Background: an optimization exercise with open tools, aiming at small area, a short achievable clock period and few clock cycles per item. Do not read the settings as production practice.
Where RTL was checked, it was by simulation tests only, not by an equivalence proof against the original.
For runs 1 to 7, only the layout was checked, not whether the RTL still works.
Power and IR drop assume default switching activity.

### flow/run.sh
#!/bin/bash
# synth_recipe.tcl (not shown) runs the flow's synth.tcl, then flattens the netlist and writes it again
# the make line also repeats each setting of config.mk as NAME=value (left out here)
make -C /OpenROAD-flow-scripts/flow DESIGN_CONFIG=/design/flow/config.mk WORK_HOME=/design/flow/orfs CLKGATE_MAP_FILE= SYNTH_SCRIPT=/design/flow/synth_recipe.tcl finish
### flow/config.mk
export PLATFORM = sky130hd
export DESIGN_NAME = uecp_frame_dec
export DESIGN_NICKNAME = uecp_frame_dec
export VERILOG_FILES = /design/flow/design.v
export SDC_FILE = /design/flow/constraint.sdc
export NUM_CORES = 4
export LEC_CHECK = 0
export ABC_CLOCK_PERIOD_IN_PS = 1500
export CAP_MARGIN = 20
export CORE_MARGIN = 2
export CORE_UTILIZATION = 40
export SETUP_SLACK_MARGIN = 1.8
export SLEW_MARGIN = 20
### flow/constraint.sdc
create_clock -name core_clock -period 3.5 [get_ports {clk}]
set_input_delay 0.7000 -clock core_clock [delete_from_list [all_inputs] [get_ports {clk}]]
set_output_delay 0.7000 -clock core_clock [all_outputs]
set_load 0.01 [all_outputs]
### flow/design.v
module uecp_frame_dec (
    input  wire       clk,
    input  wire       rst,
    input  wire       in_valid,
    output wire       in_ready,
    input  wire [7:0] in_data,
    input  wire       in_last,
    output reg        res_valid,
    input  wire       res_ready,
    output reg  [2:0] res_status,
    output wire [9:0] res_site,
    output wire [5:0] res_enc,
    output wire [7:0] res_seq,
    output wire [7:0] res_mel,
    output wire [7:0] res_nelem
);
    localparam [2:0] ST_OK      = 3'd0;
    localparam [2:0] ST_UNKNOWN = 3'd1;
    localparam [2:0] ST_CRC     = 3'd2;
    localparam [2:0] ST_SHORT   = 3'd4;
    localparam [1:0] W_CODE  = 2'd0;   
    localparam [1:0] W_SKIPC = 2'd1;   
    localparam [1:0] W_SKIPL = 2'd2;   
    localparam [1:0] W_LEN   = 2'd3;   
    function [6:0] lut;
        input [7:0] b;
        input       off;
        reg c01, c02, c03, c07, c0A, c13, c1A, c16, c0D, c19, c1C, c2D, c17;
        begin
            c01 = off ? (b == 8'h04) : (b == 8'h01);
            c02 = off ? (b == 8'h05) : (b == 8'h02);
            c03 = off ? (b == 8'h06) : (b == 8'h03);
            c07 = off ? (b == 8'h0A) : (b == 8'h07);
            c0A = off ? (b == 8'h0D) : (b == 8'h0A);
            c13 = off ? (b == 8'h16) : (b == 8'h13);
            c1A = off ? (b == 8'h1D) : (b == 8'h1A);
            c16 = off ? (b == 8'h19) : (b == 8'h16);
            c0D = off ? (b == 8'h10) : (b == 8'h0D);
            c19 = off ? (b == 8'h1C) : (b == 8'h19);
            c1C = off ? (b == 8'h1F) : (b == 8'h1C);
            c2D = off ? (b == 8'h30) : (b == 8'h2D);
            c17 = off ? (b == 8'h1A) : (b == 8'h17);
            lut[6] = c01 | c02 | c03 | c07 | c0A | c13 | c1A | c16 | c0D |
                     c19 | c1C | c2D | c17;
            lut[5] = c2D | c17;
            lut[4] = c0A | c13 | c16;
            lut[3] = c02 | c0D;
            lut[2] = c01;
            lut[1] = c02 | c03 | c07 | c1A | c0A | c13;
            lut[0] = c03 | c07 | c1A | c16 | c19 | c1C;
        end
    endfunction
    function [15:0] crc_step;
        input [15:0] a_in;
        input [7:0]  c;
        reg   [15:0] a;
        begin
            a = {a_in[7:0], a_in[15:8]};
            a = a ^ {8'h00, c};
            a = a ^ {12'h000, a[7:4]};
            a = a ^ {a[3:0], 12'h000};
            a = a ^ {3'b000, a[7:0], 5'b00000};
            crc_step = a;
        end
    endfunction
    reg        rdy;           
    reg        first;         
    reg        esc;           
    reg  [7:0] u_r;           
    reg  [6:0] l_r;           
    reg        uv_r;          
    reg        end_r;         
    reg        endesc_r;      
    assign in_ready = rdy;
    wire accept = in_valid && rdy;
    wire mid    = !first && !in_last;
    always @(posedge clk) begin
        if (rst) begin
            first <= 1'b1;
            esc   <= 1'b0;
        end else if (accept) begin
            first <= in_last;
            esc   <= mid && !esc && (in_data == 8'hFD);
        end
    end
    always @(posedge clk) begin
        if (rst) begin
            uv_r  <= 1'b0;
            end_r <= 1'b0;
        end else if (rdy) begin
            uv_r  <= in_valid && mid && (esc || in_data != 8'hFD);
            end_r <= in_valid && in_last;
        end
    end
    always @(posedge clk) begin
        if (rdy) begin
            u_r      <= esc ? (in_data + 8'hFD) : in_data;
            l_r      <= lut(in_data, esc);
            endesc_r <= esc;
        end
    end
    wire       lv     = l_r[6];
    wire       llen   = l_r[5];
    wire       lskipl = l_r[4];
    wire [3:0] lskip  = l_r[3:0];
    reg [15:0] crc;
    reg        crc_ok;        
    reg  [2:0] ph;            
    reg        inb;           
    reg  [7:0] addr_hi, addr_lo, seq, mel, nelem;
    reg  [7:0] body_rem;
    reg  [1:0] wstate;
    reg        werr;
    reg  [7:0] skip;
    assign res_site  = {addr_hi, addr_lo[7:6]};
    assign res_enc   = addr_lo[5:0];
    assign res_seq   = seq;
    assign res_mel   = mel;
    assign res_nelem = nelem;
    wire go    = rdy;                  
    wire u_go  = go && uv_r;
    wire e_go  = go && end_r;
    reg [2:0] verdict;
    always @(*) begin
        if (endesc_r || ph < 3'd2)
            verdict = ST_SHORT;
        else if (!crc_ok)
            verdict = ST_CRC;
        else if (ph != 3'd6)
            verdict = ST_SHORT;
        else if (werr)
            verdict = ST_UNKNOWN;
        else if (wstate != W_CODE)
            verdict = ST_SHORT;
        else
            verdict = ST_OK;
    end
    wire ok  = !endesc_r && crc_ok && ph == 3'd6 && !werr && wstate == W_CODE;
    wire clr = e_go && !ok;
    wire res_valid_nx = (res_valid && !res_ready) || e_go;
    wire item_nx      = rdy ? (in_valid && (!first || in_last)) : 1'b1;
    always @(posedge clk) begin
        if (rst) begin
            res_valid <= 1'b0;
            rdy       <= 1'b1;
        end else begin
            res_valid <= res_valid_nx;
            rdy       <= !(item_nx && res_valid_nx);
        end
    end
    always @(posedge clk)
        if (e_go)
            res_status <= verdict;
    wire [15:0] crc_nx = crc_step(crc, u_r);
    always @(posedge clk) begin
        if (rst || e_go) begin
            crc    <= 16'hFFFF;
            crc_ok <= 1'b0;
            ph     <= 3'd0;
            inb    <= 1'b0;
        end else if (u_go) begin
            crc    <= crc_nx;
            crc_ok <= (crc_nx == 16'h1D0F);
            if (!ph[2] || (ph == 3'd4 && !inb) || ph == 3'd5)
                ph <= ph + 3'd1;
            if (ph == 3'd3)
                inb <= (u_r != 8'd0);
            else if (inb && body_rem == 8'd1)
                inb <= 1'b0;
        end
    end
    always @(posedge clk) begin
        if (u_go) begin
            if (ph == 3'd3)
                body_rem <= u_r;
            else
                body_rem <= body_rem - 8'd1;
        end
    end
    always @(posedge clk) begin
        if (clr) begin
            addr_hi <= 8'd0;
            addr_lo <= 8'd0;
            seq     <= 8'd0;
            mel     <= 8'd0;
        end else if (u_go && !ph[2]) begin
            addr_hi <= addr_lo;
            addr_lo <= seq;
            seq     <= mel;
            mel     <= u_r;
        end
    end
    wire b_go = u_go && inb && !werr;
    always @(posedge clk) begin
        if (clr || (u_go && ph == 3'd3))
            nelem <= 8'd0;
        else if (b_go && wstate == W_CODE && lv)
            nelem <= nelem + 8'd1;
    end
    always @(posedge clk) begin
        if (rst || e_go) begin
            wstate <= W_CODE;
            werr   <= 1'b0;
        end else if (b_go) begin
            case (wstate)
                W_CODE: begin
                    if (!lv)
                        werr <= 1'b1;
                    else if (llen)
                        wstate <= W_LEN;
                    else
                        wstate <= lskipl ? W_SKIPL : W_SKIPC;
                end
                W_SKIPC, W_SKIPL: begin
                    if (skip == 8'd1)
                        wstate <= (wstate == W_SKIPL) ? W_LEN : W_CODE;
                end
                W_LEN: begin
                    if (u_r != 8'd0)
                        wstate <= W_SKIPC;
                    else
                        wstate <= W_CODE;
                end
            endcase
        end
    end
    always @(posedge clk) begin
        if (b_go) begin
            case (wstate)
                W_CODE:  skip <= {4'd0, lskip};
                W_LEN:   skip <= u_r;
                default: skip <= skip - 8'd1;
            endcase
        end
    end
endmodule
==> results of run 1 <==
==> power groups by stage <==
stage | registers [µW] | logic, µW | clock network [µW]
4_1_cts | 1320 | 212 | 1010
6_report | 1310 | 239 | 976
3_3_place_gp | 1350 | 194 | 0
5_1_grt | 1310 | 263 | 1060
3_5_place_dp | 1350 | 197 | 0
2_1_floorplan | 1340 | 126 | 0
==> state kept, by name, summed over array words and instances, names as in the netlist, 2 cells and up <==
| signal | flops |
|---|---|
| mel | 8 |
| seq | 8 |
| body_rem | 8 |
| res_status | 3 |
| l_r | 7 |
| crc | 16 |
| ph | 3 |
| skip | 8 |
| addr_lo | 8 |
| u_r | 8 |
| wstate | 2 |
| addr_hi | 8 |
| nelem | 8 |
==> repair_timing <==
action	CTS	global route
endpoints found under the setup margin	130	60
setup buffers	15	15
pin swaps	10	12
hold buffers	0	0
cloned	0	1
gates resized for setup	170	58
==> cell type report <==
cell class | count | area share
multi-input cells | 402 | 0.415
inverters | 20 | 0.0126
clock buffers | 9 | 0.0345
repair buffers | 91 | 0.116
clock inverters | 7 | 0.00958
flip-flops and latches | 105 | 0.379
well taps | 172 | 0.0330
==> cell usage in the layout (no fill, tap or decap), types with 9 or more instances in the layout <==
| master | instances |
|---|---|
| a21oi_1 | 51 |
| buf_4 | 35 |
| clkbuf_16 | 10 |
| clkbuf_2 | 23 |
| clkdlybuf4s15_1 | 10 |
| dfxtp_1 | 58 |
| dfxtp_2 | 9 |
| edfxtp_1 | 35 |
| ha_1 | 12 |
| inv_1 | 17 |
| nand2_1 | 119 |
| nand3_1 | 12 |
| nor2_1 | 26 |
| o211ai_1 | 15 |
| o21ai_0 | 17 |
| xnor2_1 | 26 |
| xor2_1 | 19 |
==> per-layer routing <==
metal	share of wire	global-route usage	vias up	wire length (µm)
met5	0	0	-	0
met4	0.019	0.0675	0	223
met3	0.031	0.0345	14	366
met2	0.49	0.289	58	5720
met1	0.46	0.216	1946	5320
li1	-	-	2059	-
==> through the flow <==
stage / power [µW] / setup WS (ns)
detailed placement: 1540 / 0.480
global placement: 1540 / 0.511
floorplan: 1470 / 1.36
finish: 2520 / 1.64
global route: 2640 / 1.59
CTS: 2540 / 1.58
==> logic make-up after synthesis <==
kind of cell	after synthesis	synth area share
and+or+nand+nor	217	0.195
AOI/OAI and AO/OA	111	0.135
muxes	3	0.00613
xor gates and xnor gates	54	0.102
DFF	105	0.481
buffers and inverters	49	0.0400
adders and majority gates	17	0.0417
==> final timing paths <==
kind	startpoint	to	slack (ns)	cells past startpoint
setup reg to reg	skip[5]	wstate[1]	1.73	5
hold / removal	addr_hi[4]	addr_hi[4]	0.45	2
setup / recovery	in_data[0]	l_r[1]	1.64	8
hold reg to reg	addr_hi[4]	addr_hi[4]	0.45	2
==> tightest hold or removal path, delay by kind of cell (launching register included) <==
family	cells	cell delay, ns
AO/OA/AOI/OAI	1	0.05
flip-flops	1	0.31
AND/OR/NAND/NOR	1	0.05
==> impl_metrics.csv, run 1 <==
group,metric,value,unit
floorplanning,initial_core_util,0.408,
grt,antenna_found_initial,0,
timing,max_slew_margin,0.733,
cells_and_area,nets,659,
job,maxCapViolCount,0,
logic_synthesis,synth_area_leaders,"dfxtp_1 27%, edfxtp_1 21%, nand2_1 8.8%",
worst_setup_path,critical_path_class,"primary input to register",
clock_tree,cts_max_level,3,
cells_and_area,final_cell_area,6530,µm²
drt,antenna_left,0,
timing,max_freq,0.537,GHz
floorplanning,die_h,117,µm
timing,rsz0062_at_grt,"true",
worst_setup_path,end_kind,"register",
logic_synthesis,synth_common_cells,"120 x nand2_1, 70 x dfxtp_1, 52 x a21oi_1",
clock_tree,cts_tree,"built",
cells_and_area,regArea,2470,µm²
logic_synthesis,ys_ff_latch,105,
clock_tree,cts_buffer_depth,2,
worst_setup_path,crit_buf_inv,2,
placement,port-buffer-count,57,
grt,grt_overflow,0,
logic_synthesis,syn_inst,556,
logic_synthesis,synth_area,5100,µm²
placement,place_congestion,0.806,
floorplanning,dieArea,13700,µm²
worst_setup_path,slowest_stage,"or3b_1",
power_and_ir_drop,p_leak,0.00252,µW
placement,place_inst,759,
logic_synthesis,yosysUniqueCellTypes,56,
worst_setup_path,cp_max_fo,9,
cells_and_area,diodes,0,
drt,viasPerCell,5.06,
logic_synthesis,synth-async-reset-ratio,0,
worst_setup_path,cp_top_family,"simple AND/OR/NAND/NOR gates",
timing,fin_crit_sh,0.532,
drt,drc,0,
cells_and_area,fillCellCount,1210,
status,outcome,"complete, no violations",
timing,tightest_slew,0.397,ns
floorplanning,chipWidth,117,µm
timing,final_max_slew_viol_count,0,
cells_and_area,multiInputGateArea,2710,µm²
power_and_ir_drop,switchingPower,636,µW
power_and_ir_drop,switching_share,0.252,
clock_tree,cts.sinks,105,
min_path,holdCritPathClass,"register to register",
worst_setup_path,required,3.60,ns
placement,dp_hpwl,7560,µm
cells_and_area,fin_cells,806,
logic_synthesis,synthFlopType,"dfxtp_1",
drt,vias,4077,
floorplanning,io_pins,58,
clock_tree,clk_latency,0.36,ns
timing,hold_viol_final,0,
timing,finClkSkew,0.00954,ns
logic_synthesis,postSynthNetCount,586,
grt,grt_pass1_vias,3748,
logic_synthesis,syn_avg_cell_area,9.18,µm²
timing,min_period,1.86,ns
grt,grt_pass1_wl,18200,µm
logic_synthesis,synth.most_common_cell,"nand2_1",
cells_and_area,utilization,0.522,
cells_and_area,drive_gt1_frac,0.229,
timing,whs,0.449,ns
clock_tree,cts-buffers-inserted,9,
power_and_ir_drop,ir_drop,0.203,mV
timing,setup_tns,0,ns
worst_setup_path,max_stage_delay,0.34,ns
floorplanning,core,12500,µm²
power_and_ir_drop,p_comb_frac,0.095,
logic_synthesis,synth.top_cell.area_share,0.275,
placement,dpl_cell_area,5820,µm²
cells_and_area,areaGrowthSynthToFinish,28.0,%
worst_setup_path,worstSetupStartpointType,"primary input",
clock_tree,path_clk_slew,0.07,ns
worst_setup_path,crit_chain,"buf_12 > inv_8 > ha_4 > nand3b_1 > o22ai_2 > o21a_1 > a21o_1 > or3b_1",
grt,grt_max_degree,35,
clock_tree,cts_root_buf,"clkbuf_16",
power_and_ir_drop,pwr-share-clk,0.387,
floorplanning,fp-row-count,41,
drt,first_pass_iters,6,
grt,grt_usage,0.171,
timing,finalSetupViolCount,0,
power_and_ir_drop,p_per_area,387,nW/µm²
power_and_ir_drop,power_frac_seq,0.519,
logic_synthesis,synth-edff-count,35,
logic_synthesis,yosys_warnings,1,
drt,wirelength,11600,µm
worst_setup_path,arrival,1.96,ns
drt,wl_per_cell,14.4,µm
power_and_ir_drop,power.internal,1890,µW
logic_synthesis,yosysTopAreaCell,"dfxtp_1",
drt,drtIter0Drc,171,
logic_synthesis,seq_area_frac_synth,0.481,
==> run 2: changes to the inputs <==
--- a/flow/config.mk
+++ b/flow/config.mk
@@ -7,3 +7,3 @@
 export LEC_CHECK = 0
-export ABC_CLOCK_PERIOD_IN_PS = 1500
+export ABC_AREA = 1
 export CAP_MARGIN = 20
==> run 2 against run 1 <==
Effect of this change: area after synthesis is 12% higher; die area is 12% higher; critical path type is now register to primary output; sequential power hardly changed; clock skew is 0.00052 ns higher; fmax is 12% higher; total power is 7.2% higher; highest routed layer unchanged.
==> impl_metrics.csv, run 2 <==
group,metric,value,unit
job,maxCapViolCount,0,
drt,wl_met2,7090,µm
timing,hold_viol_final,0,
logic_synthesis,yosysUniqueCellTypes,37,
logic_synthesis,synth_area_leaders,"dfxtp_1 25%, edfxtp_1 18%, nand2_1 15%",
worst_setup_path,max_stage_delay,0.34,ns
cells_and_area,nets,874,
clock_tree,holdBufCountCts,0,
clock_tree,clk_latency,0.36,ns
drt,wl_per_cell,14.3,µm
floorplanning,initial_core_util,0.410,
drt,wirelength,14700,µm
cells_and_area,drive_gt1_frac,0.265,
logic_synthesis,yosysTopAreaCell,"dfxtp_1",
drt,top_layer_used,"met4",
logic_synthesis,synth-edff-count,35,
status,outcome,"complete, no violations",
drt,antenna_left,0,
worst_setup_path,arrival,0.97,ns
worst_setup_path,critical_path_class,"register to primary output",
logic_synthesis,syn_inst,744,
placement,port-buffer-count,57,
worst_setup_path,required,2.80,ns
cells_and_area,diodes,0,
logic_synthesis,yosys_warnings,1,
cells_and_area,regMostFlops,"crc",
drt,met3_length,430,µm
timing,finClkSkew,0.0101,ns
logic_synthesis,syn_avg_cell_area,7.68,µm²
grt,antenna_found_initial,0,
grt,grt_usage,0.192,
timing,max_freq,0.600,GHz
cells_and_area,regArea,2480,µm²
logic_synthesis,postSynthNetCount,774,
grt,grt_pass1_vias,4693,
min_path,holdCritPathClass,"register to register",
timing,finalSetupViolCount,0,
cells_and_area,areaGrowthSynthToFinish,28.3,%
logic_synthesis,synth.top_cell.area_share,0.245,
drt,drtIter0Drc,329,
logic_synthesis,seq_area_frac_synth,0.429,
timing,tightest_slew,0.390,ns
placement,place_congestion,0.910,
timing,setup_tns,0,ns
floorplanning,chipWidth,123,µm
drt,first_pass_iters,5,
power_and_ir_drop,ir_drop,0.292,mV
logic_synthesis,synthFlopType,"dfxtp_1",
cells_and_area,final_cell_mix,"202 x nand2_1, 91 x inv_1, 56 x dfxtp_1",
drt,viasPerCell,4.92,
cells_and_area,fillCellCount,1306,
worst_setup_path,crit_chain,"dlygate4sd2_1",
drt,vias,5066,
clock_tree,cts_root_buf,"clkbuf_16",
logic_synthesis,synth_common_cells,"227 x nand2_1, 109 x inv_1, 70 x dfxtp_1",
floorplanning,die_h,123,µm
floorplanning,core,13900,µm²
timing,whs,0.466,ns
timing,rsz0062_at_grt,"true",
logic_synthesis,ys_ff_latch,105,
clock_tree,cts-buffers-inserted,9,
logic_synthesis,synth-async-reset-ratio,0,
logic_synthesis,synth.most_common_cell,"nand2_1",
worst_setup_path,crit_buf_inv,1,
grt,grt_pass1_wl,22700,µm
timing,fin_crit_sh,0.476,
clock_tree,cts.sinks,105,
grt,grt_max_degree,41,
worst_setup_path,cp_top_family,"flip-flops",
clock_tree,cts_buffer_depth,2,
timing,max_slew_margin,0.739,
clock_tree,cts_max_level,3,
floorplanning,dieArea,15300,µm²
floorplanning,io_pins,58,
drt,drc,0,
power_and_ir_drop,p_leak,0.00360,µW
cells_and_area,mostFrequentLayoutCell,"nand2_1",
cells_and_area,largest_register_ffs,16,
floorplanning,fp-row-count,43,
grt,grt_overflow,0,
cells_and_area,multiInputGateArea,3010,µm²
power_and_ir_drop,p_per_area,369,nW/µm²
drt,wl_met1,6910,µm
worst_setup_path,end_kind,"primary output",
clock_tree,path_clk_slew,0.07,ns
worst_setup_path,worstSetupStartpointType,"register",
worst_setup_path,slowest_stage,"dfxtp_1",
placement,dp_hpwl,9780,µm
worst_setup_path,cp_max_fo,2,
timing,final_max_slew_viol_count,0,
logic_synthesis,synth_area,5710,µm²
timing,min_period,1.67,ns
clock_tree,cts_tree,"built",
==> run 2: report_power, final <==
part | leakage, µW | internal [µW] | switching (µW)
clock | 0.000159 | 646 | 459
sequential | 0.000930 | 1280 | 28.6
combinational | 0.00251 | 117 | 173
total | 0.00360 | 2050 | 660
==> run 2: repair_timing <==
action	in CTS	in global routing
cloned	1	3
pin swaps	8	20
resized for setup	140	104
endpoints found under the setup margin	128	93
setup buffers	22	25
==> run 2: routing by layer <==
metal	global-route usage	vias up
met3	0.0244	18
li1	-	2577
met1	0.253	2384
met4	0.0803	0
met5	0	-
met2	0.317	87
==> run 2: metrics by stage <==
step	power [µW]	instances	area, µm²	utilization	worst slack, ns
3_3_place_gp	1570	962	6430	0.462	0.955
6_report	2710	1029	7330	0.526	1.83
2_1_floorplan	1480	744	5770	-	1.77
3_5_place_dp	1580	962	6430	0.462	0.928
4_1_cts	2690	1001	7040	0.505	1.69
5_1_grt	2820	1029	7330	0.526	1.77
==> run 2: layout make-up <==
| type | count | area share |
|---|---|---|
| multi-input combinational | 507 | 0.410 |
| tap | 180 | 0.0307 |
| clock buffer | 11 | 0.0331 |
| clock inverter | 5 | 0.0108 |
| sequential | 105 | 0.338 |
| timing repair inverter | 1 | 0.00102 |
| timing repair buffer | 104 | 0.113 |
| inverter | 116 | 0.0628 |
==> run 2: logic make-up (layout without fill, tap and decap cells) <==
kind of cell / count (synthesis) / in the layout / share of synthesized area
and+or+nand+nor: 348 / 351 / 0.255
xor gates and xnor gates: 17 / 17 / 0.0261
buffers and inverters: 135 / 237 / 0.0977
adders and majority gates: 17 / 17 / 0.0372
DFF: 105 / 105 / 0.429
AOI/OAI and AO/OA: 98 / 98 / 0.0911
muxes: 24 / 24 / 0.0631
==> run 2: worst paths after layout <==
kind                                 from   endpoint  slack, ns  cells past startpoint
worst max-delay path            res_valid  res_valid       1.83                      1
worst min register to register      ph[0]      ph[0]       0.47                      1
worst max register to register      ph[0]     seq[1]       1.91                     10
worst min-delay path                ph[0]      ph[0]       0.47                      1
==> run 3: changes to the inputs <==
--- a/flow/design.v
+++ b/flow/design.v
@@ -73,2 +73,3 @@
     reg        endesc_r;      
+    reg        rst_r;         
     assign in_ready = rdy;
@@ -85,2 +86,4 @@
     end
+    always @(posedge clk)
+        rst_r <= rst;
     always @(posedge clk) begin
@@ -155,3 +158,3 @@
     always @(posedge clk) begin
-        if (rst || e_go) begin
+        if (rst_r || e_go) begin
             crc    <= 16'hFFFF;
@@ -200,3 +203,3 @@
     always @(posedge clk) begin
-        if (rst || e_go) begin
+        if (rst_r || e_go) begin
             wstate <= W_CODE;
--- a/flow/config.mk
+++ b/flow/config.mk
@@ -7,3 +7,2 @@
 export LEC_CHECK = 0
-export ABC_AREA = 1
 export CAP_MARGIN = 20
==> run 3 against run 2 <==
Effect of this change: combinational power fell by about 20%; area after synthesis fell by 10%; highest routed layer unchanged; still clean; fmax fell by 17%.
==> impl_metrics.csv, run 3 <==
group,metric,value,unit
status,outcome,"complete, no violations",
grt,grt_usage,0.179,
drt,drtIter0Drc,238,
cells_and_area,final_cell_mix,"109 x nand2_1, 59 x dfxtp_1, 46 x a21oi_1",
logic_synthesis,synth.top_cell.area_share,0.277,
clock_tree,cts_max_level,3,
timing,max_freq,0.501,GHz
cells_and_area,diodes,0,
cells_and_area,nets,658,
floorplanning,io_pins,58,
drt,vias,4152,
worst_setup_path,required,3.72,ns
clock_tree,cts_buffer_depth,2,
floorplanning,chipWidth,117,µm
floorplanning,dieArea,13800,µm²
worst_setup_path,crit_chain,"or4_4 > or4b_1 > a211o_1 > mux2i_1",
grt,grt_pass1_vias,4036,
grt,antenna_found_initial,0,
timing,final_max_slew_viol_count,0,
logic_synthesis,synth.most_common_cell,"nand2_1",
power_and_ir_drop,p_leak,0.00263,µW
logic_synthesis,ys_ff_latch,106,
logic_synthesis,synth-simple-area-share,0.197,
floorplanning,core,12600,µm²
drt,antenna_left,0,
cells_and_area,regMostFlops,"crc",
floorplanning,initial_core_util,0.409,
min_path,hold_depth,2,
timing,setup_tns,0,ns
worst_setup_path,rrSetupSlack,1.50,ns
floorplanning,die_h,117,µm
logic_synthesis,synth_top_family_by_area,"simple AND/OR/NAND/NOR gates",
power_and_ir_drop,p_per_area,371,nW/µm²
clock_tree,clk_latency,0.35,ns
cells_and_area,largest_register_ffs,16,
drt,drc,0,
grt,grt_pass1_wl,20100,µm
worst_setup_path,critical_path_class,"register to register",
logic_synthesis,yosys.area_share.adder,0.0414,
worst_setup_path,max_stage_delay,0.54,ns
drt,viasPerCell,5.16,
timing,fin_crit_sh,0.571,
placement,dp_hpwl,8100,µm
floorplanning,fp-row-count,41,
worst_setup_path,arrival,2.22,ns
logic_synthesis,synth_xor_area_frac,0.0869,
logic_synthesis,yosys_warnings,1,
worst_setup_path,worstSetupStartpointType,"register",
worst_setup_path,crit_buf_inv,0,
logic_synthesis,yosysTopAreaCell,"dfxtp_1",
grt,grt_overflow,0,
logic_synthesis,yosysUniqueCellTypes,50,
logic_synthesis,synth_common_cells,"112 x nand2_1, 71 x dfxtp_1, 48 x a21oi_1",
logic_synthesis,synth-async-reset-ratio,0,
logic_synthesis,synth_area_leaders,"dfxtp_1 28%, edfxtp_1 20%, nand2_1 8.2%",
clock_tree,path_clk_slew,0.07,ns
cells_and_area,mostFrequentLayoutCell,"nand2_1",
drt,wirelength,12500,µm
logic_synthesis,synth-edff-count,35,
job,maxCapViolCount,0,
timing,hold_viol_final,0,
logic_synthesis,synth-compound-area-share,0.135,
timing,min_period,2.00,ns
logic_synthesis,synthFlopType,"dfxtp_1",
worst_setup_path,r2r_cells,4,
grt,grt_max_degree,38,
worst_setup_path,cp_max_fo,2,
worst_setup_path,end_kind,"register",
clock_tree,cts.sinks,106,
logic_synthesis,postSynthNetCount,583,
power_and_ir_drop,p_total,2550,µW
worst_setup_path,slowest_stage,"or4_4",
drt,first_pass_iters,4,
logic_synthesis,synth_area,5140,µm²
timing,finalSetupViolCount,0,
clock_tree,cts_tree,"built",
power_and_ir_drop,ir_drop,0.227,mV
placement,port-buffer-count,57,
placement,place_congestion,0.845,
timing,rsz0062_at_grt,"true",
cells_and_area,areaGrowthSynthToFinish,33.6,%
logic_synthesis,syn_avg_cell_area,9.29,µm²
logic_synthesis,syn_inst,553,
worst_setup_path,path_depth,4,
drt,wl_per_cell,15.5,µm
cells_and_area,drive_gt1_frac,0.242,
logic_synthesis,seq_area_frac_synth,0.481,
timing,max_slew_margin,0.674,
min_path,holdCritPathClass,"register to register",
timing,tightest_slew,0.488,ns
clock_tree,cts_root_buf,"clkbuf_16",
clock_tree,cts-buffers-inserted,9,
worst_setup_path,cp_top_family,"simple AND/OR/NAND/NOR gates",
timing,finClkSkew,0.00601,ns
logic_synthesis,synthMuxAreaShare,0.0178,
## run 3: cell types whose count changed in the layout (fill, tap and decap cells not counted), moves of 13 or more
cell      change
nor2_1       -30
nand3_1      -19
inv_2        -15
o21ai_0      -37
nand2_1      -93
inv_1        -73
mux2_4       -24
buf_4        -13
xnor2_1      +19
nand2_2      -21
o211ai_1     +13
## run 3: kinds of logic (layout without fill, tap and decap cells)
logic type / after synthesis / after routing
flops: 106 / 106
compound gates: 108 / 108
fa+ha+maj: 17 / 17
xor+xnor: 51 / 51
buf+inv: 56 / 136
simple gates: 206 / 206
mux: 9 / 9
## run 3: path summary, 6_finish.rpt
path	from	end
min	addr_hi[1]	addr_hi[1]
max reg2reg	skip[4]	wstate[0]
max	skip[4]	wstate[0]
min reg2reg	addr_hi[1]	addr_hi[1]
## run 3: worst reg2reg max path: cells and delay by family, from the launching register on
family	cells	cell delay (ns)
flops	1	0.42
simple gates	2	1.02
compound gates	1	0.31
mux	1	0.12
## run 3: routing by layer
| layer | GRT usage | vias up | share of wire |
|---|---|---|---|
| met2 | 0.311 | 82 | 0.50 |
| met4 | 0.0520 | 0 | 0.017 |
| li1 | - | 2081 | - |
| met5 | 0 | - | 0 |
| met3 | 0.0321 | 15 | 0.034 |
| met1 | 0.229 | 1974 | 0.45 |
## run 3: cell type report
class	instances	area (µm²)
inverter	24	96.3
clock buffer	11	253
sequential	106	2500
timing repair buffer	96	880
clock inverter	5	36.3
multi-input combinational	391	2890
tap	172	215
fill	1138	5700
## run 3: metrics by stage
step / worst slack, ns / cells / area [µm²] / hold WS (ns) / util
after floorplan: 1.47 / 553 / 5370 / 0.439 / -
after CTS: 1.51 / 794 / 6620 / 0.453 / 0.526
after global placement: 0.612 / 756 / 6010 / 0.441 / 0.478
after global routing: 1.44 / 805 / 6870 / 0.469 / 0.546
after detailed placement: 0.598 / 756 / 6010 / 0.446 / 0.478
final: 1.50 / 805 / 6870 / 0.450 / 0.546
## run 3: repair_timing
item                                    CTS  global route
pin swaps                                12            15
cloned                                    1             0
hold endpoints to repair                  0             0
hold buffers                              0             0
buffers inserted                         21            11
gates resized for setup                 152            76
endpoints found under the setup margin  115            93
## run 3: report_power, final
part / switching [µW] / leakage (µW) / total (µW) / internal, µW
logic: 127 / 0.00154 / 233 / 107
registers: 34.9 / 0.000938 / 1330 / 1290
clock network: 458 / 0.000146 / 982 / 525
==> run 4: changes to the inputs <==
==> flow/flow/run.sh (new file) <==
#!/bin/bash
# Standard layout, with the I/O port buffers built from a small buffer cell
# instead of the delay cell buffer_ports picks on its own. Synthesis is the
# standard one (standard.sh synth), so the registers keep their names.
set -euo pipefail
bash standard.sh synth > synth.log 2>&1
bash standard.sh BUFFER_PORTS_ARGS="-buffer_cell sky130_fd_sc_hd__buf_2" finish > layout.log 2>&1
==> flow/standard.sh (new file) <==
#!/bin/bash
# synth_recipe.tcl (not shown) runs the flow's synth.tcl, then flattens the netlist and writes it again
# the make line also repeats each setting of config.mk as NAME=value (left out here)
make -C /OpenROAD-flow-scripts/flow DESIGN_CONFIG=/design/flow/config.mk WORK_HOME=/design/flow/orfs CLKGATE_MAP_FILE= SYNTH_SCRIPT=/design/flow/synth_recipe.tcl "${@:-finish}"
removed: flow/run.sh
==> run 4 against run 3 <==
Effect of this change: global-route usage is 0.15 points lower; clock skew is 0.0021 ns higher; largest power group unchanged; setup slack worse by 0.041 ns; largest cell class unchanged; final cell count is 0.12% lower.
==> impl_metrics.csv, run 4 <==
group,metric,value,unit
worst_setup_path,timing.rr.end,"wstate[0]",
worst_setup_path,cp_max_fo,3,
cells_and_area,fin_cells,804,
grt,grt_usage,0.178,
timing,setup_slack,1.46,ns
timing,setup_tns,0,ns
timing,tightest_slew,0.448,ns
grt,grt_use_met2,0.293,
clock_tree,clk_latency,0.35,ns
logic_synthesis,synthFlopType,"dfxtp_1",
worst_setup_path,arrival,2.26,ns
cells_and_area,drive_gt1_frac,0.290,
logic_synthesis,syn_inst,553,
min_path,hp-start,"addr_hi[7]",
logic_synthesis,synth.top_cell.area_share,0.277,
worst_setup_path,startpoint,"skip[4]",
clock_tree,path_clk_slew,0.07,ns
cells_and_area,areaGrowthSynthToFinish,30.4,%
timing,max_slew_margin,0.701,
logic_synthesis,yosys_warnings,1,
drt,drtIter0Drc,223,
drt,viasPerCell,5.22,
clock_tree,cts_tree,"built",
floorplanning,core,12600,µm²
cells_and_area,regMostFlops,"crc",
status,outcome,"complete, no violations",
worst_setup_path,end_kind,"register",
clock_tree,holdBufCountCts,0,
power_and_ir_drop,p_total,2540,µW
timing,min_period,2.04,ns
placement,preCtsSetupSlack,1.03,ns
grt,grt_busiest_layer,"met2",
cells_and_area,diodes,0,
min_path,holdCritPathClass,"register to register",
power_and_ir_drop,ir_drop,0.276,mV
logic_synthesis,synth-edff-count,35,
drt,drc,0,
drt,vias,4194,
timing,max_freq,0.491,GHz
cells_and_area,nets,657,
logic_synthesis,synth_common_cells,"112 x nand2_1, 71 x dfxtp_1, 48 x a21oi_1",
logic_synthesis,postSynthNetCount,583,
timing,hold_viol_final,0,
clock_tree,cts_root_buf,"clkbuf_16",
worst_setup_path,critical_path_class,"register to register",
worst_setup_path,r2r_cells,4,
min_path,hold_depth,2,
logic_synthesis,seq_area_frac_synth,0.481,
logic_synthesis,synth.most_common_cell,"nand2_1",
cells_and_area,final_cell_mix,"108 x nand2_1, 65 x dfxtp_1, 50 x buf_2",
worst_setup_path,worstSetupStartpointType,"register",
logic_synthesis,yosysTopAreaCell,"dfxtp_1",
drt,wl_per_cell,15.7,µm
grt,antenna_found_initial,0,
timing,finClkSkew,0.00807,ns
placement,place_congestion,0.852,
drt,first_pass_iters,5,
timing,finalSetupViolCount,0,
power_and_ir_drop,p_per_area,379,nW/µm²
logic_synthesis,synth_area_leaders,"dfxtp_1 28%, edfxtp_1 20%, nand2_1 8.2%",
timing,final_max_slew_viol_count,0,
floorplanning,initial_core_util,0.409,
placement,place_inst,755,
worst_setup_path,rrSetupSlack,1.46,ns
logic_synthesis,yosysUniqueCellTypes,50,
clock_tree,cts.sinks,106,
logic_synthesis,synth_area,5140,µm²
logic_synthesis,syn_avg_cell_area,9.29,µm²
timing,fin_crit_sh,0.582,
cells_and_area,mostFrequentLayoutCell,"nand2_1",
grt,grt_overflow,0,
floorplanning,fp-row-count,41,
grt,grt_pass1_wl,19800,µm
drt,wirelength,12600,µm
grt,met1_usage,0.229,
grt,grt_max_degree,38,
min_path,min_to,"addr_hi[7]",
clock_tree,cts_max_level,3,
grt,met3_usage,0.0384,
job,maxCapViolCount,0,
logic_synthesis,synth-async-reset-ratio,0,
floorplanning,chipWidth,117,µm
clock_tree,cts_buffer_depth,2,
cells_and_area,largest_register_ffs,16,
floorplanning,dieArea,13800,µm²
drt,antenna_left,0,
worst_setup_path,rr_startpoint,"skip[4]",
worst_setup_path,required,3.72,ns
clock_tree,cts-buffers-inserted,9,
floorplanning,die_h,117,µm
power_and_ir_drop,p_leak,0.00265,µW
floorplanning,io_pins,58,
placement,port-buffer-count,57,
grt,grt_pass1_vias,3905,
timing,rsz0062_at_grt,"true",
placement,dp_hpwl,8150,µm
cells_and_area,utilization,0.533,
logic_synthesis,ys_ff_latch,106,
-- run 4: cell families after synthesis --
logic type	Yosys count	synth area share
buffers and inverters	56	0.0409
multiplexers	9	0.0178
AND/OR/NAND/NOR	206	0.197
XOR/XNOR	51	0.0869
flip-flops	106	0.481
adder cells (fa/ha/maj)	17	0.0414
AO/OA/AOI/OAI	108	0.135
-- run 4: critical path, cell delays in order (launching register included) --
cell and delay (ns):
edfxtp_1 0.43, or4_4 0.54, or4b_1 0.49, a211o_1 0.32, mux2i_1 0.13
-- run 4: worst max path at each step --
stage,cells past startpoint,end,slack (ns)
global route,4,wstate[1],1.42
detailed placement,7,l_r[6],1.03
floorplan,7,l_r[6],1.47
finish,4,wstate[0],1.46
global placement,5,l_r[6],1.17
CTS,4,wstate[0],1.47
-- run 4: area by class of cell --
class	instances	area, µm²
clock inverter	6	47.5
tap	172	215
inverter	24	98.8
multi-input combinational	391	2870
fill	1108	5870
sequential	106	2490
clock buffer	10	239
timing repair buffer	95	737
-- run 4: report_power, final --
part           total (µW)  internal (µW)  leakage (µW)  switching [µW]
Sequential           1330           1290      0.000935            34.1
Clock                 976            511      0.000145             464
Combinational         233            107       0.00157             126
-- run 4: metal layers --
layer,routed length (µm),vias up
li1,-,2090
met1,5660,1990
met2,6180,94
met3,517,20
met4,289,0
met5,0,-
-- run 4: repair_timing --
action                     in CTS  in global routing
setup endpoints to repair      69                 47
resized for setup              38                 61
cloned                          1                  1
pin swaps                       5                 25
setup buffers                  11                 20
-- run 4: metrics by stage --
stage               hold WS, ns  area, µm²
floorplan                 0.439       5370
global placement          0.438       5710
detailed placement        0.448       5710
CTS                       0.458       6270
global route              0.479       6700
finish                    0.453       6700
==> run 5: changes to the inputs <==
--- a/flow/config.mk
+++ b/flow/config.mk
@@ -7,2 +7,3 @@
 export LEC_CHECK = 0
+export ABC_CLOCK_PERIOD_IN_PS = 1500
 export CAP_MARGIN = 20
==> run 5 against run 4 <==
Effect of this change: still clean; sequential share of layout area is the same; core utilization is the same; die area is the same; synthesized cell count is the same; via count is the same; critical path depth is the same; clock skew is the same; sequential power is essentially flat; largest cell class unchanged; highest routed layer unchanged.
==> impl_metrics.csv, run 5 <==
group,metric,value,unit
status,outcome,"complete, no violations",
timing,finalSetupViolCount,0,
logic_synthesis,syn_inst,553,
worst_setup_path,required,3.72,ns
cells_and_area,utilization,0.533,
drt,first_pass_iters,5,
clock_tree,holdBufCountCts,0,
logic_synthesis,yosys_warnings,1,
timing,min_period,2.04,ns
clock_tree,clk_latency,0.35,ns
clock_tree,cts-buffers-inserted,9,
timing,rsz0062_at_grt,"true",
cells_and_area,fillCellCount,1108,
worst_setup_path,crit_chain,"or4_4 > or4b_1 > a211o_1 > mux2i_1",
cells_and_area,mostFrequentLayoutCell,"nand2_1",
placement,port-buffer-count,57,
logic_synthesis,yosysUniqueCellTypes,50,
worst_setup_path,cp_max_fo,3,
logic_synthesis,seq_area_frac_synth,0.481,
clock_tree,cts_tree,"built",
clock_tree,cts.sinks,106,
clock_tree,path_clk_slew,0.07,ns
min_path,holdCritPathClass,"register to register",
worst_setup_path,end_kind,"register",
clock_tree,cts_buffer_depth,2,
floorplanning,chipWidth,117,µm
logic_synthesis,yosysTopAreaCell,"dfxtp_1",
floorplanning,initial_core_util,0.409,
placement,place_inst,755,
worst_setup_path,worstSetupStartpointType,"register",
logic_synthesis,synth_area_leaders,"dfxtp_1 28%, edfxtp_1 20%, nand2_1 8.2%",
clock_tree,cts_root_buf,"clkbuf_16",
logic_synthesis,synth-edff-count,35,
logic_synthesis,synth.most_common_cell,"nand2_1",
grt,grt_max_degree,38,
logic_synthesis,synthFlopType,"dfxtp_1",
worst_setup_path,critical_path_class,"register to register",
job,maxCapViolCount,0,
timing,max_freq,0.491,GHz
drt,wirelength,12600,µm
timing,fin_crit_sh,0.582,
timing,tightest_slew,0.448,ns
worst_setup_path,arrival,2.26,ns
worst_setup_path,slowest_stage,"or4_4",
logic_synthesis,ys_ff_latch,106,
grt,grt_usage,0.178,
cells_and_area,drive_gt1_frac,0.290,
timing,hold_viol_final,0,
floorplanning,fp-row-count,41,
cells_and_area,largest_register_ffs,16,
grt,grt_overflow,0,
drt,drc,0,
logic_synthesis,syn_avg_cell_area,9.29,µm²
logic_synthesis,synth.top_cell.area_share,0.277,
power_and_ir_drop,p_total,2540,µW
cells_and_area,regMostFlops,"crc",
drt,antenna_left,0,
timing,setup_tns,0,ns
power_and_ir_drop,p_leak,0.00265,µW
clock_tree,cts_max_level,3,
logic_synthesis,synth_area,5140,µm²
cells_and_area,fin_cells,804,
timing,final_max_slew_viol_count,0,
grt,antenna_found_initial,0,
placement,place_congestion,0.852,
drt,vias,4194,
cells_and_area,final_cell_mix,"108 x nand2_1, 65 x dfxtp_1, 50 x buf_2",
floorplanning,die_h,117,µm
floorplanning,io_pins,58,
floorplanning,core,12600,µm²
logic_synthesis,postSynthNetCount,583,
grt,grt_pass1_wl,19800,µm
logic_synthesis,synth-async-reset-ratio,0,
drt,viasPerCell,5.22,
drt,drtIter0Drc,223,
cells_and_area,areaGrowthSynthToFinish,30.4,%
timing,finClkSkew,0.00807,ns
worst_setup_path,max_stage_delay,0.54,ns
cells_and_area,diodes,0,
cells_and_area,nets,657,
floorplanning,dieArea,13800,µm²
timing,max_slew_margin,0.701,
power_and_ir_drop,ir_drop,0.276,mV
drt,wl_per_cell,15.7,µm
placement,dp_hpwl,8150,µm
power_and_ir_drop,p_per_area,379,nW/µm²
logic_synthesis,synth_common_cells,"112 x nand2_1, 71 x dfxtp_1, 48 x a21oi_1",
grt,grt_pass1_vias,3905,
==> run 5: cell counts in the layout (fill, tap and decap cells not counted) <==
No cell type changed its count.
==> run 5: logic make-up (layout without fill, tap and decap cells) <==
logic type | count (synthesis) | after routing | synth area share
mux | 9 | 9 | 0.0178
xor+xnor | 51 | 51 | 0.0869
buf+inv | 56 | 135 | 0.0409
flops | 106 | 106 | 0.481
compound gates | 108 | 108 | 0.135
simple gates | 206 | 206 | 0.197
fa+ha+maj | 17 | 17 | 0.0414
==> run 5: per-layer routing <==
metal  share of wire  track usage  routed length, µm
met5               0            0                  0
met2            0.49        0.293               6180
met4           0.023       0.0670                289
met3           0.041       0.0384                517
met1            0.45        0.229               5660
==> run 5: path summary, 6_finish.rpt <==
kind                   start         end  slack, ns  depth (start not counted)
hold / removal    addr_hi[7]  addr_hi[7]       0.45                          2
setup / recovery     skip[4]   wstate[0]       1.46                          4
hold reg to reg   addr_hi[7]  addr_hi[7]       0.45                          2
setup reg to reg     skip[4]   wstate[0]       1.46                          4
==> run 5: metrics by stage <==
| stage | hold slack [ns] | worst slack, ns | instance area (µm²) |
|---|---|---|---|
| 6_report | 0.453 | 1.46 | 6700 |
| 5_1_grt | 0.479 | 1.42 | 6700 |
| 4_1_cts | 0.458 | 1.47 | 6270 |
| 3_5_place_dp | 0.448 | 1.03 | 5710 |
| 3_3_place_gp | 0.438 | 1.17 | 5710 |
| 2_1_floorplan | 0.439 | 1.47 | 5370 |
==> run 5: where the power goes <==
part | switching [µW] | internal [µW]
combinational | 126 | 107
sequential | 34.1 | 1290
clock | 464 | 511
==> run 5: area by class of cell <==
cell class	count	area [µm²]	share of cell area
tap	172	215	0.0321
clock buffer	10	239	0.0357
inverter	24	98.8	0.0148
clock inverter	6	47.5	0.00710
sequential	106	2490	0.371
multi-input combinational	391	2870	0.429
timing repair buffer	95	737	0.110
==> run 5: critical path: cells and delay by family (launching register included) <==
family           cells  cell delay [ns]
AO/OA/AOI/OAI        1             0.32
AND/OR/NAND/NOR      2             1.03
multiplexers         1             0.13
flip-flops           1             0.43
==> run 5: timing repair <==
action	4_1_cts	5_1_grt
setup endpoints to repair	69	47
gates cloned	1	1
pin swaps	5	25
resized for setup	38	61
buffers inserted	11	20
==> run 6: changes to the inputs <==
--- a/flow/design.v
+++ b/flow/design.v
@@ -24,3 +24,3 @@
     localparam [1:0] W_LEN   = 2'd3;   
-    function [6:0] lut;
+    function [7:0] lut;
         input [7:0] b;
@@ -42,2 +42,3 @@
             c17 = off ? (b == 8'h1A) : (b == 8'h17);
+            lut[7] = c16 | c19 | c1C;
             lut[6] = c01 | c02 | c03 | c07 | c0A | c13 | c1A | c16 | c0D |
@@ -69,3 +70,4 @@
     reg  [7:0] u_r;           
-    reg  [6:0] l_r;           
+    reg  [7:0] l_r;           
+    reg        uz_r, u1_r;    
     reg        uv_r;          
@@ -101,2 +103,4 @@
             l_r      <= lut(in_data, esc);
+            uz_r     <= esc ? (in_data == 8'h03) : (in_data == 8'h00);
+            u1_r     <= esc ? (in_data == 8'h04) : (in_data == 8'h01);
             endesc_r <= esc;
@@ -104,2 +108,3 @@
     end
+    wire       lskip1 = l_r[7];
     wire       lv     = l_r[6];
@@ -117,2 +122,3 @@
     reg  [7:0] skip;
+    reg        skip1;         
     assign res_site  = {addr_hi, addr_lo[7:6]};
@@ -169,3 +175,3 @@
             if (ph == 3'd3)
-                inb <= (u_r != 8'd0);
+                inb <= !uz_r;
             else if (inb && body_rem == 8'd1)
@@ -217,3 +223,3 @@
                 W_SKIPC, W_SKIPL: begin
-                    if (skip == 8'd1)
+                    if (skip1)
                         wstate <= (wstate == W_SKIPL) ? W_LEN : W_CODE;
@@ -221,3 +227,3 @@
                 W_LEN: begin
-                    if (u_r != 8'd0)
+                    if (!uz_r)
                         wstate <= W_SKIPC;
@@ -232,5 +238,5 @@
             case (wstate)
-                W_CODE:  skip <= {4'd0, lskip};
-                W_LEN:   skip <= u_r;
-                default: skip <= skip - 8'd1;
+                W_CODE:  begin skip <= {4'd0, lskip}; skip1 <= lskip1;         end
+                W_LEN:   begin skip <= u_r;           skip1 <= u1_r;           end
+                default: begin skip <= skip - 8'd1;   skip1 <= (skip == 8'd2); end
             endcase
==> flow/run.sh (new file) <==
#!/bin/bash
# synth_recipe.tcl (not shown) runs the flow's synth.tcl, then flattens the netlist and writes it again
# the make line also repeats each setting of config.mk as NAME=value (left out here)
make -C /OpenROAD-flow-scripts/flow DESIGN_CONFIG=/design/flow/config.mk WORK_HOME=/design/flow/orfs CLKGATE_MAP_FILE= SYNTH_SCRIPT=/design/flow/synth_recipe.tcl finish
--- a/flow/config.mk
+++ b/flow/config.mk
@@ -7,3 +7,2 @@
 export LEC_CHECK = 0
-export ABC_CLOCK_PERIOD_IN_PS = 1500
 export CAP_MARGIN = 20
removed: flow/flow/run.sh
removed: flow/standard.sh
==> run 6 against run 5 <==
Effect of this change: still clean on timing, DRC and antenna; final cell count shrank 1.0%; clock power grew 5%; global-route usage is 0.50 points lower; area after synthesis is 3.2% higher; die area up 3.1%; sequential cell count is 3 higher; core utilization fell by 3.7 points; critical endpoint is now l_r[6].
==> impl_metrics.csv, run 6 <==
group,metric,value,unit
logic_synthesis,synthFlopType,"dfxtp_1",
grt,grt_usage,0.173,
cells_and_area,regMostFlops,"crc",
placement,place_inst,775,
drt,wirelength,11900,µm
logic_synthesis,seq_area_frac_synth,0.483,
worst_setup_path,critical_path_class,"primary input to register",
drt,first_pass_iters,5,
logic_synthesis,synth.most_common_cell,"nand2_1",
grt,grt_overflow,0,
worst_setup_path,cp_max_fo,8,
logic_synthesis,synth-compound-area-share,0.125,
worst_setup_path,arrival,1.75,ns
floorplanning,initial_core_util,0.405,
timing,rsz0062_at_grt,"true",
worst_setup_path,timing.rr.end,"crc[14]",
timing,tightest_slew,0.545,ns
timing,setup_tns,0,ns
power_and_ir_drop,p_leak,0.00251,µW
logic_synthesis,syn_inst,563,
placement,dp_hpwl,8180,µm
worst_setup_path,startpoint,"in_data[0]",
job,maxCapViolCount,0,
grt,grt_pass1_vias,3907,
timing,max_slew_margin,0.636,
logic_synthesis,yosys_warnings,1,
logic_synthesis,synth-async-reset-ratio,0,
logic_synthesis,synth_xor_area_frac,0.100,
logic_synthesis,synth-edff-count,38,
drt,viasPerCell,5.19,
cells_and_area,diodes,0,
grt,grt_pass1_wl,19500,µm
logic_synthesis,synth.top_cell.area_share,0.268,
status,outcome,"complete, no violations",
min_path,holdCritPathClass,"register to register",
placement,port-buffer-count,57,
timing,max_freq,0.601,GHz
power_and_ir_drop,p_per_area,402,nW/µm²
clock_tree,path_clk_slew,0.07,ns
timing,finalSetupViolCount,0,
grt,grt_max_degree,36,
cells_and_area,fin_cells,796,
clock_tree,cts-buffers-inserted,9,
worst_setup_path,cp-endpoint,"l_r[6]",
clock_tree,clk_latency,0.35,ns
cells_and_area,final_cell_mix,"121 x nand2_1, 61 x dfxtp_1, 51 x a21oi_1",
floorplanning,chipWidth,119,µm
drt,drtIter0Drc,371,
drt,antenna_left,0,
logic_synthesis,syn_avg_cell_area,9.42,µm²
worst_setup_path,r2r_cells,4,
clock_tree,holdBufCountCts,0,
logic_synthesis,synth_top_family_by_area,"simple AND/OR/NAND/NOR gates",
timing,final_max_slew_viol_count,0,
cells_and_area,largest_register_ffs,16,
timing,fin_crit_sh,0.476,
logic_synthesis,yosysUniqueCellTypes,59,
timing,finClkSkew,0.0109,ns
clock_tree,cts_tree,"built",
placement,place_congestion,0.879,
power_and_ir_drop,ir_drop,0.235,mV
clock_tree,cts_root_buf,"clkbuf_16",
clock_tree,cts_buffer_depth,2,
worst_setup_path,required,3.58,ns
logic_synthesis,yosys.area_share.adder,0.0401,
floorplanning,fp-row-count,42,
drt,drc,0,
cells_and_area,drive_gt1_frac,0.181,
floorplanning,io_pins,58,
floorplanning,die_h,119,µm
timing,min_period,1.66,ns
worst_setup_path,rr_startpoint,"u_r[6]",
logic_synthesis,yosysTopAreaCell,"dfxtp_1",
worst_setup_path,worstSetupStartpointType,"primary input",
logic_synthesis,ys_ff_latch,109,
clock_tree,cts_max_level,3,
logic_synthesis,synth-simple-area-share,0.201,
drt,vias,4130,
logic_synthesis,synthMuxAreaShare,0.0116,
logic_synthesis,synth_common_cells,"125 x nand2_1, 71 x dfxtp_1, 52 x a21oi_1",
timing,hold_viol_final,0,
floorplanning,dieArea,14200,µm²
cells_and_area,areaGrowthSynthToFinish,22.4,%
logic_synthesis,synth_area_leaders,"dfxtp_1 27%, edfxtp_1 22%, nand2_1 8.8%",
logic_synthesis,postSynthNetCount,593,
floorplanning,core,13100,µm²
worst_setup_path,rrSetupSlack,1.90,ns
grt,antenna_found_initial,0,
cells_and_area,mostFrequentLayoutCell,"nand2_1",
cells_and_area,nets,645,
drt,wl_per_cell,14.9,µm
worst_setup_path,end_kind,"register",
logic_synthesis,synth_area,5300,µm²
clock_tree,cts.sinks,109,
run 6: final cells by class:
cell class / count / area [µm²]
multi-input combinational: 406 / 2700
fill: 1205 / 6590
tap: 176 / 220
timing repair buffer: 67 / 594
clock inverter: 5 / 38.8
clock buffer: 11 / 264
sequential: 109 / 2580
inverter: 22 / 97.6
run 6: where the power goes:
part	total, µW	switching, µW	internal (µW)	leakage [µW]
Sequential	1370	34.2	1330	0.000956
Combinational	219	123	95.6	0.00140
Clock	1020	470	552	0.000152
run 6: worst min-delay path by stage:
stage	cells past startpoint	from	slack (ns)	endpoint
4_1_cts	2	addr_hi[7]	0.45	addr_hi[7]
3_3_place_gp	2	addr_hi[4]	0.44	addr_hi[4]
6_report	2	addr_hi[4]	0.45	addr_hi[4]
5_1_grt	2	addr_hi[3]	0.46	addr_hi[3]
3_5_place_dp	2	addr_hi[7]	0.45	addr_hi[7]
2_1_floorplan	2	werr	0.46	werr
run 6: metrics by stage:
stage / area (µm²) / total power [µW] / worst slack (ns) / hold WS [ns] / util
floorplan: 5400 / 1530 / 1.77 / 0.458 / -
global placement: 6090 / 1610 / 0.764 / 0.441 / 0.466
detailed placement: 6090 / 1610 / 0.741 / 0.447 / 0.466
CTS: 6460 / 2630 / 1.71 / 0.454 / 0.494
finish: 6490 / 2610 / 1.84 / 0.449 / 0.496
global route: 6490 / 2710 / 1.75 / 0.463 / 0.496
run 6: critical path, cell delays in order:
cell and delay (ns):
buf_4 0.14, inv_2 0.07, ha_1 0.23, a21oi_1 0.12, a21oi_1 0.10, o21a_1 0.22
nor2_1 0.08, nand4_1 0.08
run 6: cells by family after synthesis:
group           count (synthesis)
mux                             6
buf+inv                        48
compound gates                107
simple gates                  224
xor+xnor                       52
flops                         109
fa+ha+maj                      17
run 6: what timing repair did:
item / in CTS / in global routing
gates resized for setup: 119 / 63
gates cloned: 1 / 0
pin swaps: 2 / 2
setup buffers: 2 / 2
endpoints found under the setup margin: 107 / 83
run 6: metal layers:
| layer | part of all wire | global-route usage |
|---|---|---|
| met5 | 0 | 0 |
| met4 | 0.031 | 0.0811 |
| met3 | 0.043 | 0.0283 |
| met2 | 0.47 | 0.273 |
| met1 | 0.46 | 0.232 |
==> run 7: changes to the inputs <==
--- a/flow/config.mk
+++ b/flow/config.mk
@@ -7,2 +7,3 @@
 export LEC_CHECK = 0
+export ABC_AREA = 1
 export CAP_MARGIN = 20
==> run 7 against run 6 <==
Effect of this change: still clean on timing, DRC and antenna; via count grew 18%; clock power grew 12%; count of clock-buffer cells in the layout grew 1; synthesized cell count grew 30%; sequential cell count is the same; sequential share of layout area shrank 3.9 points; combinational power grew 12%; final cell count grew 26%; register-to-register slack lost 0.14 ns; sequential power is essentially flat; largest cell class unchanged; highest routed layer unchanged.
==> impl_metrics.csv, run 7 <==
group,metric,value,unit
status,outcome,"complete, no violations",
grt,antenna_found_initial,0,
cells_and_area,nets,846,
grt,grt_usage,0.178,
logic_synthesis,synth_common_cells,"190 x nand2_1, 110 x inv_1, 71 x dfxtp_1",
job,maxCapViolCount,0,
logic_synthesis,postSynthNetCount,760,
logic_synthesis,synthFlopType,"dfxtp_1",
timing,tightest_slew,0.421,ns
timing,finalSetupViolCount,0,
clock_tree,cts-buffers-inserted,9,
timing,max_freq,0.576,GHz
timing,max_slew_margin,0.718,
clock_tree,cts.sinks,109,
logic_synthesis,synth_area_leaders,"dfxtp_1 25%, edfxtp_1 20%, nand2_1 13%",
cells_and_area,multiInputGateArea,2790,µm²
logic_synthesis,synth-edff-count,38,
power_and_ir_drop,switching_share,0.250,
power_and_ir_drop,pwr-share-clk,0.414,
worst_setup_path,rrSetupSlack,1.76,ns
logic_synthesis,synth.most_common_cell,"nand2_1",
drt,wirelength,13500,µm
timing,fin_crit_sh,0.496,
drt,drtIter0Drc,287,
power_and_ir_drop,power_frac_seq,0.496,
power_and_ir_drop,switchingPower,686,µW
power_and_ir_drop,power.internal,2060,µW
floorplanning,dieArea,15200,µm²
placement,place_congestion,0.894,
min_path,holdCritPathClass,"register to register",
drt,wl_per_cell,13.5,µm
cells_and_area,regArea,2590,µm²
cells_and_area,fillCellCount,1309,
worst_setup_path,end_kind,"register",
drt,viasPerCell,4.87,
worst_setup_path,arrival,1.99,ns
timing,hold_viol_final,0,
drt,vias,4875,
grt,grt_max_degree,40,
timing,final_max_slew_viol_count,0,
cells_and_area,largest_register_ffs,16,
worst_setup_path,cp_max_fo,5,
logic_synthesis,synth.top_cell.area_share,0.250,
logic_synthesis,yosysUniqueCellTypes,39,
worst_setup_path,critical_path_class,"register to register",
logic_synthesis,syn_avg_cell_area,7.80,µm²
floorplanning,core,13900,µm²
cells_and_area,diodes,0,
grt,grt_pass1_wl,21000,µm
drt,first_pass_iters,6,
power_and_ir_drop,p_comb_frac,0.090,
logic_synthesis,synth_area,5700,µm²
logic_synthesis,syn_inst,730,
drt,antenna_left,0,
clock_tree,cts_buffer_depth,2,
drt,drc,0,
timing,rsz0062_at_grt,"true",
floorplanning,fp-row-count,43,
clock_tree,cts_tree,"built",
floorplanning,chipWidth,123,µm
placement,dpl_cell_area,6400,µm²
grt,grt_overflow,0,
logic_synthesis,synth-async-reset-ratio,0,
placement,port-buffer-count,57,
logic_synthesis,seq_area_frac_synth,0.450,
power_and_ir_drop,p_total,2750,µW
placement,preCtsSetupSlack,1.08,ns
cells_and_area,areaGrowthSynthToFinish,26.6,%
timing,finClkSkew,0.00968,ns
logic_synthesis,yosys_warnings,1,
timing,setup_slack,1.76,ns
placement,dp_hpwl,8870,µm
logic_synthesis,ys_ff_latch,109,
floorplanning,die_h,123,µm
timing,setup_tns,0,ns
power_and_ir_drop,ir_drop,0.270,mV
floorplanning,io_pins,58,
grt,grt_pass1_vias,4302,
cells_and_area,mostFrequentLayoutCell,"nand2_1",
worst_setup_path,required,3.75,ns
worst_setup_path,worstSetupStartpointType,"register",
power_and_ir_drop,p_per_area,381,nW/µm²
floorplanning,initial_core_util,0.410,
cells_and_area,drive_gt1_frac,0.230,
power_and_ir_drop,p_leak,0.00354,µW
clock_tree,clk_latency,0.36,ns
cells_and_area,regMostFlops,"crc",
cells_and_area,final_cell_mix,"170 x nand2_1, 102 x inv_1, 58 x dfxtp_1",
clock_tree,cts_max_level,3,
cells_and_area,final_cell_area,7210,µm²
timing,min_period,1.74,ns
clock_tree,path_clk_slew,0.07,ns
clock_tree,cts_root_buf,"clkbuf_16",
logic_synthesis,yosysTopAreaCell,"dfxtp_1",
[run 7: cells by family (layout without fill, tap and decap cells)]
kind of cell	Yosys count	in the layout	share of synthesized area
DFF	109	109	0.450
buffers and inverters	147	237	0.105
and+or+nand+nor	308	309	0.229
xor gates and xnor gates	15	15	0.0244
AOI/OAI and AO/OA	109	109	0.105
muxes	25	25	0.0494
adders and majority gates	17	17	0.0373
[run 7: worst max-delay path, cell delays in order (launching register included)]
cell	delay (ns)
dfxtp_4	0.37
buf_6	0.11
nand2_8	0.05
buf_12	0.12
nor2_4	0.13
nand2_4	0.08
nor3_4	0.12
buf_6	0.17
nand2_4	0.06
nor2_4	0.15
nand2_2	0.08
o21ai_2	0.12
a21oi_2	0.06
[run 7: what timing repair did]
action	CTS	global route
hold buffers	0	0
pin swaps	10	22
cloned	1	2
gates resized for setup	132	108
buffers inserted	7	25
setup endpoints to repair	115	88
[run 7: area by class of cell]
type / count / share of cell area
clock buffer: 12 / 0.0416
clock inverter: 4 / 0.00555
inverter: 128 / 0.0697
multi-input combinational: 475 / 0.387
sequential: 109 / 0.359
tap: 180 / 0.0312
timing repair buffer: 93 / 0.107
[run 7: worst paths after layout]
path         startpoint        to  cells past startpoint
max reg2reg         rdy  nelem[6]                     12
min reg2reg       end_r     end_r                      2
min               end_r     end_r                      2
max                 rdy  nelem[6]                     12
[run 7: power by group through the flow]
stage | sequential (µW) | clock [µW] | combinational (µW)
2_1_floorplan | 1390 | 0 | 130
3_3_place_gp | 1390 | 0 | 209
3_5_place_dp | 1400 | 0 | 211
4_1_cts | 1360 | 1170 | 213
5_1_grt | 1370 | 1210 | 278
6_report | 1360 | 1140 | 246
[run 7: metal layers]
layer  GRT usage  share of wire
met1       0.237           0.47
met2       0.289           0.47
met3      0.0346          0.046
met4      0.0575          0.012
met5           0              0
[run 7: per-stage QoR]
stage          cells  utilization  hold WS [ns]
2_1_floorplan    730            -         0.403
3_3_place_gp     950        0.461         0.455
3_5_place_dp     950        0.461         0.464
4_1_cts          974        0.501         0.472
5_1_grt         1001        0.520         0.508
6_report        1001        0.520         0.481
==> run 8: changes to the inputs <==
--- a/flow/design.v
+++ b/flow/design.v
@@ -76,2 +76,3 @@
     reg        rst_r;         
+    reg        u_go, e_go;    
     assign in_ready = rdy;
@@ -90,2 +91,5 @@
         rst_r <= rst;
+    wire uv_nx  = rdy ? (in_valid && mid && (esc || in_data != 8'hFD)) : uv_r;
+    wire end_nx = rdy ? (in_valid && in_last) : end_r;
+    wire rdy_nx;
     always @(posedge clk) begin
@@ -94,5 +98,9 @@
             end_r <= 1'b0;
-        end else if (rdy) begin
-            uv_r  <= in_valid && mid && (esc || in_data != 8'hFD);
-            end_r <= in_valid && in_last;
+            u_go  <= 1'b0;
+            e_go  <= 1'b0;
+        end else begin
+            uv_r  <= uv_nx;
+            end_r <= end_nx;
+            u_go  <= rdy_nx && uv_nx;
+            e_go  <= rdy_nx && end_nx;
         end
@@ -128,5 +136,2 @@
     assign res_nelem = nelem;
-    wire go    = rdy;                  
-    wire u_go  = go && uv_r;
-    wire e_go  = go && end_r;
     reg [2:0] verdict;
@@ -150,2 +155,3 @@
     wire item_nx      = rdy ? (in_valid && (!first || in_last)) : 1'b1;
+    assign rdy_nx     = !(item_nx && res_valid_nx);
     always @(posedge clk) begin
@@ -156,3 +162,3 @@
             res_valid <= res_valid_nx;
-            rdy       <= !(item_nx && res_valid_nx);
+            rdy       <= rdy_nx;
         end
--- a/flow/config.mk
+++ b/flow/config.mk
@@ -7,3 +7,2 @@
 export LEC_CHECK = 0
-export ABC_AREA = 1
 export CAP_MARGIN = 20
==> run 8 against run 7 <==
Effect of this change: count of clock-buffer cells in the layout increased by 1; clock power fell by 9%; sequential power about the same; sequential cell count increased by 2; first-iteration DRC count down 19%; fmax up 3.1%; die area down 5.8%.
==> impl_metrics.csv, run 8 <==
group,metric,value,unit
worst_setup_path,crit_chain,"clkdlybuf4s15_1",
power_and_ir_drop,ir_drop,0.231,mV
drt,drc,0,
floorplanning,die_h,120,µm
worst_setup_path,r2r_cells,5,
logic_synthesis,synth-compound-area-share,0.124,
logic_synthesis,seq_area_frac_synth,0.486,
logic_synthesis,syn_inst,584,
clock_tree,holdBufCountCts,0,
logic_synthesis,synth_area_leaders,"dfxtp_1 27%, edfxtp_1 21%, nand2_1 8.6%",
status,outcome,"complete, no violations",
worst_setup_path,timing.rr.end,"crc[15]",
drt,first_pass_iters,4,
worst_setup_path,crit_buf_inv,1,
placement,dp_hpwl,8380,µm
worst_setup_path,cp_max_fo,3,
timing,whs,0.453,ns
timing,max_freq,0.594,GHz
cells_and_area,areaGrowthSynthToFinish,24.3,%
timing,fin_crit_sh,0.481,
worst_setup_path,end_kind,"primary output",
min_path,holdCritPathClass,"register to register",
drt,viasPerCell,5.17,
clock_tree,cts_max_level,3,
clock_tree,cts_tree,"built",
timing,finalSetupViolCount,0,
clock_tree,cts_buffer_depth,2,
logic_synthesis,synth-simple-area-share,0.205,
logic_synthesis,syn_avg_cell_area,9.17,µm²
logic_synthesis,synth_xor_area_frac,0.0935,
floorplanning,dieArea,14300,µm²
timing,setup_tns,0,ns
logic_synthesis,yosysTopAreaCell,"dfxtp_1",
clock_tree,cts.sinks,111,
logic_synthesis,synth.top_cell.area_share,0.273,
floorplanning,initial_core_util,0.407,
logic_synthesis,yosys.area_share.adder,0.0397,
logic_synthesis,synthMuxAreaShare,0.0152,
worst_setup_path,max_stage_delay,0.36,ns
timing,rsz0062_at_grt,"true",
logic_synthesis,yosysUniqueCellTypes,55,
cells_and_area,multiInputGateArea,2830,µm²
logic_synthesis,synth-async-reset-ratio,0,
floorplanning,chipWidth,120,µm
cells_and_area,regArea,2620,µm²
timing,tightest_slew,0.416,ns
job,maxCapViolCount,0,
logic_synthesis,synth_area,5350,µm²
clock_tree,cts_root_buf,"clkbuf_16",
cells_and_area,fillCellCount,1260,
timing,final_max_slew_viol_count,0,
drt,vias,4239,
cells_and_area,regMostFlops,"crc",
cells_and_area,final_cell_mix,"118 x nand2_1, 63 x dfxtp_1, 46 x a21oi_1",
timing,hold_viol_final,0,
grt,grt_overflow,0,
worst_setup_path,critical_path_class,"register to primary output",
logic_synthesis,synthFlopType,"dfxtp_1",
power_and_ir_drop,p_per_area,400,nW/µm²
grt,antenna_found_initial,0,
timing,finClkSkew,0.0153,ns
worst_setup_path,slowest_stage,"dfxtp_1",
clock_tree,path_clk_slew,0.08,ns
floorplanning,io_pins,58,
grt,grt_usage,0.177,
worst_setup_path,rrSetupSlack,1.87,ns
worst_setup_path,worstSetupStartpointType,"register",
logic_synthesis,synth_top_family_by_area,"simple AND/OR/NAND/NOR gates",
worst_setup_path,arrival,0.98,ns
cells_and_area,diodes,0,
worst_setup_path,startpoint,"addr_lo[5]",
-- run 8: cell count changes after synthesis, moves of 8 or more --
cell	delta
clkbuf_1	+14
inv_1	-88
inv_2	-17
mux2_1	-25
nand2_1	-68
nand2b_1	+10
nand3_1	-30
o21ai_0	-8
o21ai_1	-12
xnor2_1	+27
-- run 8: what timing repair did --
| action | CTS | global route |
|---|---|---|
| buffers inserted | 1 | 7 |
| pin swaps | 0 | 8 |
| setup endpoints to repair | 118 | 84 |
| resized for setup | 126 | 67 |
| gates cloned | 1 | 0 |
-- run 8: area by class of cell --
type	instances	area share
clock buffers	13	0.0423
clock inverters	3	0.00338
well taps	176	0.0331
repair buffers	70	0.0893
inverters	23	0.0134
flip-flops and latches	111	0.394
multi-input cells	424	0.425
-- run 8: where the power goes --
| group | total (µW) | internal [µW] | switching [µW] | leakage (µW) |
|---|---|---|---|---|
| combinational | 232 | 104 | 128 | 0.00140 |
| sequential | 1390 | 1360 | 33.7 | 0.000975 |
| clock | 1040 | 569 | 472 | 0.000148 |
| total | 2660 | 2030 | 634 | 0.00252 |
-- run 8: worst reg2reg max path: stages (launching register included) --
cell and delay, ns:
edfxtp_1 0.54, xor2_4 0.34, xnor2_4 0.19, xnor2_1 0.15, nor2_1 0.05, a211o_1 0.24
-- run 8: logic make-up (layout without fill, tap and decap cells) --
kind of cell    count (synthesis)  after routing
simple gates                  235            236
compound gates                111            111
flops                         111            111
xor+xnor                       52             52
buf+inv                        50            109
fa+ha+maj                      17             17
mux                             8              8
-- run 8: per-stage QoR --
| step | power (µW) | instance area [µm²] | util | worst slack (ns) | std cells |
|---|---|---|---|---|---|
| floorplan | 1550 | 5430 | - | 1.62 | 584 |
| global placement | 1630 | 6140 | 0.467 | 0.749 | 795 |
| detailed placement | 1640 | 6140 | 0.467 | 0.724 | 795 |
| CTS | 2670 | 6470 | 0.493 | 1.79 | 813 |
| global route | 2760 | 6650 | 0.506 | 1.79 | 820 |
| finish | 2660 | 6650 | 0.506 | 1.82 | 820 |
-- run 8: layer usage --
metal	global-route usage	vias to the layer above	share of wire
met5	0	-	0
met4	0.0757	0	0.021
met3	0.0314	16	0.040
met2	0.298	102	0.49
met1	0.223	2004	0.45
li1	-	2117	-
-- run 8: how the worst min path moves through the flow --
stage	from	endpoint	slack, ns	depth (start not counted)
6_report	addr_hi[1]	addr_hi[1]	0.45	2
2_1_floorplan	end_r	end_r	0.44	2
3_5_place_dp	addr_hi[6]	addr_hi[6]	0.45	2
4_1_cts	addr_hi[6]	addr_hi[6]	0.46	2
5_1_grt	addr_hi[4]	addr_hi[4]	0.47	2
3_3_place_gp	addr_hi[4]	addr_hi[4]	0.44	2
Testbench counts of run 8, summed over its fixed seeds: cycles 39,233, frames 384.

Check on run 8: ideal ports give 1.817 ns setup slack; a clkbuf_16 on the clock port and buf_2 on the inputs give 1.779 ns; moving port delays by the midpoint clock arrival (0.391 ns) as well gives 1.466 ns.
